This design comes from an exercise in tuning for small area, a short achievable clock period and few clock cycles on the open sky130 flow, not from production work.
In this exercise RTL edits were held to simulation tests only and were not proved equivalent to the original.
No activity file was given, so power comes from the tool's default toggle rates.

File: design.v
module bvx (
    input  wire        clk,
    input  wire        rst,          
    input  wire        req_valid,
    input  wire        req_write,
    input  wire        req_word,     
    input  wire [9:0]  req_addr,
    input  wire [31:0] req_wdata,
    output reg         rsp_valid,
    output reg         rsp_err,
    output reg  [31:0] rsp_rdata
);
    localparam [3:0] C_OK       = 4'd0;
    localparam [3:0] C_FORMAT   = 4'd1;
    localparam [3:0] C_OVERFLOW = 4'd2;
    localparam [3:0] C_UNIMPL   = 4'd3;
    localparam [3:0] C_CONTRACT = 4'd4;
    localparam [3:0] C_ILLEGAL  = 4'd5;
    localparam [3:0] C_SIGN     = 4'd6;
    localparam [1:0] S_IDLE  = 2'd0;
    localparam [1:0] S_PARSE = 2'd1;
    localparam [1:0] S_PFIN  = 2'd2;
    localparam [1:0] S_TOSTR = 2'd3;
    localparam [1:0] P_LEAD = 2'd0;    
    localparam [1:0] P_SIGN = 2'd1;    
    localparam [1:0] P_BODY = 2'd2;    
    reg [7:0]  store    [0:15];        
    reg [7:0]  text_in  [0:255];       
    reg [7:0]  text_out [0:127];       
    reg [3:0]  st_code;
    reg        st_fault;
    reg [7:0]  result;
    reg [31:0] fault_info;
    reg [8:0]  text_len;               
    reg [7:0]  out_len;                
    reg [1:0]   state;
    reg [7:0]   base;                  
    reg [8:0]   pos;                   
    reg [1:0]   phase;
    reg         neg;
    reg         seen_delim;
    reg         tail_ws;               
    reg         perr;
    reg [8:0]   ndig;                  
    reg [127:0] acc;                   
    reg [6:0]   q;                     
    reg [3:0]   grp;                   
    reg [1:0]   sub;                   
    integer i;
    wire [9:0] a      = req_addr;
    wire       a_reg  = (a[9:8] == 2'b00);
    wire       a_tin  = (a[9:8] == 2'b01);
    wire       a_tout = (a[9:8] == 2'b10);
    wire       w_ok   = ~req_word | (a[1:0] == 2'b00);
    wire acc_cmd     = a_reg & req_word & (a[7:0] == 8'h00);
    wire acc_status  = a_reg & req_word & (a[7:0] == 8'h04);
    wire acc_result  = a_reg & req_word & (a[7:0] == 8'h08);
    wire acc_finfo   = a_reg & req_word & (a[7:0] == 8'h0C);
    wire acc_textlen = a_reg & req_word & (a[7:0] == 8'h10);
    wire acc_outlen  = a_reg & req_word & (a[7:0] == 8'h14);
    wire acc_config  = a_reg & req_word & (a[7:0] == 8'h18);
    wire tlen_ok     = (req_wdata <= 32'd256);
    reg legal;
    always @* begin
        if (req_write)
            legal = acc_cmd | (acc_textlen & tlen_ok) | (a_tin & w_ok);
        else
            legal = acc_status | acc_result | acc_finfo | acc_textlen |
                    acc_outlen | acc_config | ((a_tin | a_tout) & w_ok);
    end
    wire [7:0]  tin_idx  = (state == S_IDLE) ? a[7:0] : pos[7:0];
    wire [31:0] tin_word = {text_in[{tin_idx[7:2], 2'd3}], text_in[{tin_idx[7:2], 2'd2}],
                            text_in[{tin_idx[7:2], 2'd1}], text_in[{tin_idx[7:2], 2'd0}]};
    wire [7:0]  tin_byte = tin_word[8*tin_idx[1:0] +: 8];
    wire [31:0] tout_word = a[7] ? 32'd0 :
                            {text_out[{a[6:2], 2'd3}], text_out[{a[6:2], 2'd2}],
                             text_out[{a[6:2], 2'd1}], text_out[{a[6:2], 2'd0}]};
    wire [7:0]  tout_byte = tout_word[8*a[1:0] +: 8];
    reg [31:0] rd;
    always @* begin
        rd = 32'd0;
        if (acc_status)       rd = {24'd0, st_fault, 3'd0, st_code};
        else if (acc_result)  rd = {24'd0, result};
        else if (acc_finfo)   rd = fault_info;
        else if (acc_textlen) rd = {23'd0, text_len};
        else if (acc_outlen)  rd = {24'd0, out_len};
        else if (acc_config)  rd = 32'h0010_0080;
        else if (a_tin)       rd = req_word ? tin_word  : {24'd0, tin_byte};
        else if (a_tout)      rd = req_word ? tout_word : {24'd0, tout_byte};
    end
    wire [31:0] w       = req_wdata;
    wire [3:0]  w_op    = w[3:0];
    wire        w_rev   = w[4];
    wire        w_state = w[5];
    wire [7:0]  w_imm   = w[15:8];
    wire [15:0] w_index = w[31:16];
    reg cmd_legal;
    always @* begin
        case (w_op)
            4'h1, 4'h2:             cmd_legal = (w[31:4] == 28'd0);
            4'h3, 4'h5, 4'h7, 4'h8: cmd_legal = (w[15:5] == 11'd0);
            4'h4:                   cmd_legal = (w[7:5] == 3'd0);
            4'h6:                   cmd_legal = (w[15:6] == 10'd0);
            4'h9, 4'hA:             cmd_legal = (w[31:16] == 16'd0) && (w[7:4] == 4'd0);
            default:                cmd_legal = 1'b0;
        endcase
    end
    wire base_ok = (w_imm == 8'd2) || (w_imm == 8'd10) || (w_imm == 8'd16);
    wire [3:0] byte_j    = w_index[3:0];
    wire [3:0] byte_addr = w_rev ? (4'd15 - byte_j) : byte_j;
    wire [6:0] bit_k     = w_index[6:0];
    wire [3:0] bit_addr  = w_rev ? (4'd15 - bit_k[6:3]) : bit_k[6:3];
    wire [2:0] bit_pos   = w_rev ? bit_k[2:0] : (3'd7 - bit_k[2:0]);
    wire [7:0] bit_mask  = 8'd1 << bit_pos;
    wire [7:0] bit_byte  = store[bit_addr];
    wire [7:0] pc       = tin_byte;
    wire       pc_ws    = (pc == 8'h20) || (pc >= 8'h09 && pc <= 8'h0D);
    wire       pc_sign  = (pc == 8'h2B) || (pc == 8'h2D);
    wire       pc_delim = (pc == 8'h2C) || (pc == 8'h2E);
    reg        pc_isdig;
    reg [4:0]  pc_val;
    always @* begin
        pc_isdig = 1'b0;
        pc_val   = 5'd0;
        if (pc >= 8'h30 && pc <= 8'h39) begin
            pc_isdig = 1'b1;
            pc_val   = {1'b0, pc[3:0]};
        end else if (pc >= 8'h41 && pc <= 8'h46) begin
            pc_isdig = 1'b1;
            pc_val   = pc[4:0] - 5'd1 + 5'd10;
        end
    end
    wire pc_digit = pc_isdig && ({3'd0, pc_val} < base);
    wire pc_last  = (pos == text_len - 9'd1);
    function [7:0] hex_char(input [3:0] v);
        hex_char = (v <= 4'd9) ? (8'h30 + {4'd0, v}) : (8'h41 + {4'd0, v} - 8'd10);
    endfunction
    wire [7:0] fmt_byte = store[grp];
    wire [7:0] bin_byte = store[q[6:3]];
    wire       bin_bit  = bin_byte[3'd7 - q[2:0]];
    always @(posedge clk) begin
        if (rst) begin
            for (i = 0; i < 16; i = i + 1) store[i] <= 8'h00;
            st_code    <= C_OK;
            st_fault   <= 1'b0;
            result     <= 8'h00;
            fault_info <= 32'd0;
            text_len   <= 9'd0;
            out_len    <= 8'd0;
            state      <= S_IDLE;
            rsp_valid  <= 1'b0;
            rsp_err    <= 1'b0;
            rsp_rdata  <= 32'd0;
        end else begin
            rsp_valid <= 1'b0;
            case (state)
            S_IDLE: if (req_valid) begin
                rsp_err   <= ~legal;
                rsp_rdata <= rd;
                rsp_valid <= 1'b1;
                if (legal && req_write) begin
                    if (a_tin) begin
                        if (req_word) begin
                            text_in[{a[7:2], 2'd0}] <= req_wdata[7:0];
                            text_in[{a[7:2], 2'd1}] <= req_wdata[15:8];
                            text_in[{a[7:2], 2'd2}] <= req_wdata[23:16];
                            text_in[{a[7:2], 2'd3}] <= req_wdata[31:24];
                        end else begin
                            text_in[a[7:0]] <= req_wdata[7:0];
                        end
                    end else if (acc_textlen) begin
                        text_len <= req_wdata[8:0];
                    end else if (acc_cmd && !st_fault) begin
                        if (!cmd_legal) begin
                            st_code    <= C_ILLEGAL;
                            st_fault   <= 1'b1;
                            fault_info <= w;
                        end else begin
                            case (w_op)
                            4'h1: begin
                                for (i = 0; i < 16; i = i + 1) store[i] <= 8'h00;
                                st_code <= C_OK;
                            end
                            4'h2: begin
                                for (i = 0; i < 16; i = i + 1) store[i] <= 8'hFF;
                                st_code <= C_OK;
                            end
                            4'h3: begin
                                result  <= store[byte_addr];
                                st_code <= C_OK;
                            end
                            4'h4: begin
                                store[byte_addr] <= w_imm;
                                st_code <= C_OK;
                            end
                            4'h5: begin
                                result  <= {7'd0, |(bit_byte & bit_mask)};
                                st_code <= C_OK;
                            end
                            4'h6: begin
                                store[bit_addr] <= w_state ? (bit_byte | bit_mask)
                                                           : (bit_byte & ~bit_mask);
                                st_code <= C_OK;
                            end
                            4'h7: begin
                                store[bit_addr] <= bit_byte | bit_mask;
                                st_code <= C_OK;
                            end
                            4'h8: begin
                                store[bit_addr] <= bit_byte & ~bit_mask;
                                st_code <= C_OK;
                            end
                            4'h9: begin
                                if (!base_ok) begin
                                    st_code    <= C_CONTRACT;
                                    st_fault   <= 1'b1;
                                    fault_info <= w;
                                end else begin
                                    rsp_valid  <= 1'b0;
                                    base       <= w_imm;
                                    pos        <= 9'd0;
                                    phase      <= P_LEAD;
                                    neg        <= 1'b0;
                                    seen_delim <= 1'b0;
                                    tail_ws    <= 1'b0;
                                    perr       <= 1'b0;
                                    ndig       <= 9'd0;
                                    acc        <= 128'd0;
                                    state      <= (text_len == 9'd0) ? S_PFIN : S_PARSE;
                                end
                            end
                            4'hA: begin
                                if (!base_ok) begin
                                    st_code    <= C_CONTRACT;
                                    st_fault   <= 1'b1;
                                    fault_info <= w;
                                end else if (w_imm == 8'd10) begin
                                    st_code <= C_UNIMPL;
                                end else begin
                                    rsp_valid <= 1'b0;
                                    base      <= w_imm;
                                    q         <= 7'd0;
                                    grp       <= 4'd0;
                                    sub       <= 2'd0;
                                    state     <= S_TOSTR;
                                end
                            end
                            default: ;
                            endcase
                        end
                    end
                end
            end
            S_PARSE: begin
                if (tail_ws) begin
                    if (!pc_ws) perr <= 1'b1;
                end else begin
                    case (phase)
                    P_LEAD: begin
                        if (pc_ws) begin
                        end else if (pc_sign) begin
                            phase <= P_SIGN;
                            neg   <= (pc == 8'h2D);
                        end else if (pc_digit) begin
                            phase <= P_BODY;
                            ndig  <= ndig + 9'd1;
                            acc   <= (base == 8'd2) ? {acc[126:0], pc_val[0]}
                                                    : {acc[123:0], pc_val[3:0]};
                        end else if (pc_delim && base == 8'd10) begin
                            phase      <= P_BODY;
                            seen_delim <= 1'b1;
                            ndig       <= ndig + 9'd1;
                        end else begin
                            perr <= 1'b1;
                        end
                    end
                    P_SIGN: begin
                        if (pc_ws) begin
                            tail_ws <= 1'b1;
                        end else if (pc_sign) begin
                            if (pc == 8'h2D) neg <= ~neg;
                        end else if (pc_digit) begin
                            phase <= P_BODY;
                            ndig  <= ndig + 9'd1;
                            acc   <= (base == 8'd2) ? {acc[126:0], pc_val[0]}
                                                    : {acc[123:0], pc_val[3:0]};
                        end else if (pc_delim && base == 8'd10) begin
                            phase      <= P_BODY;
                            seen_delim <= 1'b1;
                            ndig       <= ndig + 9'd1;
                        end else begin
                            perr <= 1'b1;
                        end
                    end
                    default: begin  
                        if (pc_ws) begin
                            tail_ws <= 1'b1;
                        end else if (pc_digit) begin
                            ndig <= ndig + 9'd1;
                            acc  <= (base == 8'd2) ? {acc[126:0], pc_val[0]}
                                                   : {acc[123:0], pc_val[3:0]};
                        end else if (pc_delim && base == 8'd10 && !seen_delim) begin
                            seen_delim <= 1'b1;
                            ndig       <= ndig + 9'd1;
                        end else begin
                            perr <= 1'b1;
                        end
                    end
                    endcase
                end
                pos <= pos + 9'd1;
                if (pc_last) state <= S_PFIN;
            end
            S_PFIN: begin
                if (perr || phase == P_LEAD)
                    st_code <= C_FORMAT;
                else if (base == 8'd10)
                    st_code <= C_UNIMPL;
                else if ({1'b0, ndig} + {9'd0, neg} >
                         ((base == 8'd2) ? 10'd128 : 10'd32))
                    st_code <= C_OVERFLOW;
                else if (neg)
                    st_code <= C_SIGN;
                else begin
                    for (i = 0; i < 16; i = i + 1)
                        store[i] <= acc[127 - 8*i -: 8];
                    st_code <= C_OK;
                end
                rsp_valid <= 1'b1;
                rsp_err   <= 1'b0;
                state     <= S_IDLE;
            end
            S_TOSTR: begin
                if (base == 8'd2) begin
                    text_out[q] <= bin_bit ? 8'h31 : 8'h30;
                    q <= q + 7'd1;
                    if (q == 7'd127) begin
                        out_len   <= 8'd128;
                        st_code   <= C_OK;
                        rsp_valid <= 1'b1;
                        rsp_err   <= 1'b0;
                        state     <= S_IDLE;
                    end
                end else begin
                    case (sub)
                    2'd0: text_out[q] <= hex_char(fmt_byte[7:4]);
                    2'd1: text_out[q] <= hex_char(fmt_byte[3:0]);
                    default: text_out[q] <= 8'h20;
                    endcase
                    q <= q + 7'd1;
                    if (sub == 2'd2) begin
                        sub <= 2'd0;
                        grp <= grp + 4'd1;
                    end else begin
                        sub <= sub + 2'd1;
                    end
                    if (q == 7'd46) begin
                        out_len   <= 8'd47;
                        st_code   <= C_OK;
                        rsp_valid <= 1'b1;
                        rsp_err   <= 1'b0;
                        state     <= S_IDLE;
                    end
                end
            end
            endcase
        end
    end
endmodule
File: run.sh
#!/bin/bash
# synth_recipe.tcl (not shown) runs the flow's synth.tcl, then flattens the netlist and writes it again
# the make line also repeats each setting of config.mk as NAME=value (left out here)
make -C /OpenROAD-flow-scripts/flow DESIGN_CONFIG=/design/flow/config.mk WORK_HOME=/design/flow/orfs CLKGATE_MAP_FILE= SYNTH_SCRIPT=/design/flow/synth_recipe.tcl finish
File: config.mk
export PLATFORM = sky130hd
export DESIGN_NAME = bvx
export DESIGN_NICKNAME = bvx
export VERILOG_FILES = /design/flow/design.v
export SDC_FILE = /design/flow/constraint.sdc
export NUM_CORES = 4
export LEC_CHECK = 0
export CAP_MARGIN = 20
export CELL_PAD_IN_SITES_GLOBAL_PLACEMENT = 2
export CORE_MARGIN = 2
export CORE_UTILIZATION = 30
export PLACE_DENSITY = 0.38
export SLEW_MARGIN = 20
File: constraint.sdc
create_clock -name core_clock -period 10.0 [get_ports {clk}]
set_input_delay 2.0000 -clock core_clock [delete_from_list [all_inputs] [get_ports {clk}]]
set_output_delay 2.0000 -clock core_clock [all_outputs]
set_load 0.01 [all_outputs]
==> results.sh <==
export IMPL_hold_end="rsp_rdata[7]"
export IMPL_syn_to_final_growth_pct=15.39
export IMPL_dp_hpwl_um=650300
export IMPL_crit_path_frequent_cell="buf_4"
export IMPL_drtIter0Drc=18292
export IMPL_drive_above_1_share=0.2571
export IMPL_dr_total_vias=135074
export IMPL_synthCells=14033
export IMPL_critical_path_class="reg2reg"
export IMPL_r2r_end="ndig[1]"
export IMPL_startpoint_type="flip-flop"
export IMPL_p_seq_frac=0.449
export IMPL_dp_slack_ns=0.1453
export IMPL_via_per_inst=6.097
export IMPL_clockBufferDepth=4
export IMPL_met3_usage=0.06136
export IMPL_ir_drop_v=0.0001412
export IMPL_synth_distinct_cells=108
export IMPL_globalplace_congestion=0.9010
export IMPL_r2r_start="state[0]"
export IMPL_fin_ws_ns=0.7471
export IMPL_fin_crit_ns=9.253
export IMPL_worstHoldStart="rsp_rdata[7]"
export IMPL_final_antenna_net_count=0
export IMPL_grt_overflow_total=0
export IMPL_grt_pass1_vias=129459
export IMPL_cp_top_family="compound AO/OA/AOI/OAI gates"
export IMPL_post_route_util=0.3470
export IMPL_drc=0
export IMPL_intPower_mw=24.84
export IMPL_ctsRootBufferMaster="clkbuf_16"
export IMPL_ys_ff_latch=3344
export IMPL_p_comb_frac=0.103
export IMPL_synth_top_area_share=0.5522
export IMPL_h_tree_depth=5
export IMPL_synth_enable_flop_cells=3189
export IMPL_switching_power_mw=9.204
export IMPL_post_route_period_util=0.9253
export IMPL_wl_per_cell_um=44.20
export IMPL_use_met1=0.4664
export IMPL_synthArstFlopShare=0
export IMPL_tns_ns=0
export IMPL_clkSinkCount=3344
export IMPL_rows=279
export IMPL_worst_path_max_delay_cell="a211oi_1"
export IMPL_maxCapViolCount=0
export IMPL_critPathMaxStageDelay_ns=1.06
export IMPL_slew_headroom=0.05923
export IMPL_cp_end_kind="flip-flop"
export IMPL_cp_arrival_ns=10.01
export IMPL_first_pass_iters=5
export IMPL_avgSynthCellArea_um2=12.36
export IMPL_worstHoldPathCells=2
export IMPL_syn_area_um2=173400
export IMPL_hold_viol=0
export IMPL_cp_required_ns=10.76
export IMPL_drt_wl_total_um=979100
export IMPL_fillCellCount=56923
export IMPL_ff2ff_setup_slack_ns=0.75
export IMPL_synth_top_area_cell="edfxtp_1"
export IMPL_finalPower_mw=34.04
export IMPL_cts_resized=0
export IMPL_power_density_nw_per_um2=170.1
export IMPL_grt_busiest_layer="met2"
export IMPL_rr_worst_depth=28
export IMPL_finalMaxSlewViolations=0
export IMPL_die_area_um2=584100
export IMPL_leakage_nw=64.78
export IMPL_antenna_found_initial=129
export IMPL_postCtsHoldBufs=0
export IMPL_setup_viol=0
export IMPL_start_util=0.3007
export IMPL_status="complete, no violations"
export IMPL_clk_latency_ns=1.06
export IMPL_coreArea_um2=576700
export IMPL_rsz0062_at_grt="no"
export IMPL_nNetsFinal=14119
export IMPL_worst_pin_slew_ns=1.411
export IMPL_ioPinCount=81
export IMPL_clock_fmax_mhz=108.1
export IMPL_cts_tree="yes"
export IMPL_syn_nets=14114
export IMPL_clk_pin_slew_ns=0.06
export IMPL_netlist_top_cells_area="edfxtp_1, mux2_2, mux4_2"
export IMPL_die_y_um=764.3
export IMPL_critPathMaxFanout=37
export IMPL_grt_max_degree=104
export IMPL_die_w_um=764.3
export IMPL_path_buf_inv=9
export IMPL_multiInputGateArea_um2=69560
export IMPL_synth_seq_area_share=0.5701
export IMPL_post_cts_setup_buffer_count=0
export IMPL_switching_share=0.2704
export IMPL_clockPowerShare=0.448
export IMPL_met2_usage=0.4889
export IMPL_hold_class="reg2reg"
export IMPL_finClkSkew_ns=0.06979
export IMPL_grt_pass1_wl_um=1285000
export IMPL_cts_buffers_inserted=411
export IMPL_synth_flop_cell="edfxtp_1"
export IMPL_grt_total_usage=0.3241
export IMPL_final_seq_area_um2=98870
export IMPL_portBuffers=80
export IMPL_ys_warnings_count=1
==> per-stage QoR <==
stage	hold slack [ns]	instance area, µm²	std cells
6_report	0.4714	200100	22153
5_1_grt	0.4940	200000	22117
4_1_cts	0.4721	199900	22111
3_5_place_dp	0.4562	186700	21350
3_3_place_gp	0.4642	186500	21336
2_1_floorplan	0.4391	173400	14033
==> area by class of cell <==
class,instances,area share
well taps,7727,0.04831
repair buffers,944,0.04222
clock inverters,236,0.01129
flip-flops and latches,3344,0.4941
diodes,40,0.0005002
clock buffers,525,0.05471
multi-input cells,9281,0.3476
inverters,56,0.001226
==> layout by cell type, fill, tap and decap left out, types with 196 or more instances in the layout <==
cell type and n:
mux2i_1 351, nor2b_1 196, clkbuf_16 415, o22ai_1 273, a21oi_1 722, edfxtp_1 3189
mux2_2 1545, nor2_1 1378, nand2_1 1240, buf_4 793, mux4_2 394, a211oi_1 271
o21ai_0 667
==> cell usage after synthesis, types with 34 or more instances <==
master,n
a211o_1,39
a211oi_1,274
a21boi_0,70
a21o_1,35
a21oi_1,737
a221oi_1,106
a22oi_1,182
a2bb2oi_1,77
a31oi_1,101
and2_1,37
buf_1,113
buf_2,348
buf_4,48
clkbuf_1,805
dfxtp_1,155
edfxtp_1,3189
ha_1,34
inv_1,52
mux2_2,1548
mux2i_1,361
mux4_2,394
nand2_1,1270
nand2b_1,137
nand3_1,140
nor2_1,1420
nor2b_1,201
nor3_1,120
nor4_1,43
o2111ai_1,49
o211ai_1,174
o21ai_0,670
o21bai_1,50
o221ai_1,76
o22ai_1,276
o31ai_1,39
==> worst max path at each step <==
stage,from,endpoint,slack (ns),cells past startpoint
detailed placement,req_addr[2],ndig[6],0.15,31
floorplan,flip-flop,text_out[0][1],0.41,11
global placement,req_addr[2],acc[46],0.19,30
finish,state[0],ndig[1],0.75,28
global route,state[0],ndig[2],0.66,28
CTS,state[0],ndig[2],0.98,28
==> state kept, by name, indices dropped and copies added, names as in the netlist, 3 cells and up, named ones only <==
| signal | cells |
|---|---|
| st_code | 3 |
| text_len | 9 |
| ndig | 9 |
| text_in | 2048 |
| base | 8 |
| q | 7 |
| rsp_rdata | 32 |
| fault_info | 32 |
| acc | 128 |
| grp | 4 |
| result | 8 |
| store | 128 |
| pos | 9 |
| text_out | 896 |
==> logic make-up (layout without fill, tap and decap cells) <==
logic type / count (synthesis) / in the layout / share of synthesized area
AOI/OAI and AO/OA: 3331 / 3331 / 0.1269
muxes: 2309 / 2309 / 0.1731
xor gates and xnor gates: 44 / 44 / 0.002222
and+or+nand+nor: 3563 / 3563 / 0.08939
buffers and inverters: 1408 / 1761 / 0.03578
DFF: 3344 / 3344 / 0.5701
other: 0 / 40 / 0
adders and majority gates: 34 / 34 / 0.002453
==> metal layers <==
metal,vias up,routed length [µm]
li1,54069,-
met4,52,37650
met1,72594,435800
met3,1353,78380
met5,-,351
met2,7006,426900
==> power by group through the flow <==
stage          Clock (mW)  Sequential [mW]  Combinational, mW
6_report             15.3             15.3               3.50
5_1_grt              15.9             15.3               3.53
4_1_cts              15.5             15.3               3.42
3_5_place_dp            0             15.6               3.41
3_3_place_gp            0             15.6               3.40
2_1_floorplan           0             15.6               1.52
==> tightest hold or removal path, cell delays in order, from the launching register on <==
cell	delay [ns]
dfxtp_1	0.31
nand2_1	0.05
a21oi_1	0.05
Testbench counts, summed over its fixed seeds: cycles 71,542.

static timing again, ports no longer ideal:
The results above use ideal ports. As a check the final layout listed here was re-extracted and re-timed, cells and wires unchanged.
Step 1: set_driving_cell puts a clkbuf_16 on clk and a buf_2 on each other input, an assumption about the parent block.
Step 2, shift: input delay + t, output delay - t, t = (earliest + latest rising clock arrival at the registers) / 2. This alone moves slack from input paths to output paths.
a / b / c = ideal ports / drivers / drivers and shift; a / b = the first two.
t (ns): 1.170
setup WS [ns]: 0.747 / 0.747 / -0.171
worst hold slack (ns): 0.471 / 0.471 / 0.471
worst slew at a driven data input, ns: 0.30
Met with ideal ports but missed after step 2: setup timing in this run. The setup slack of this run moves by 0.000 ns with the drivers and by -0.918 ns with both steps.
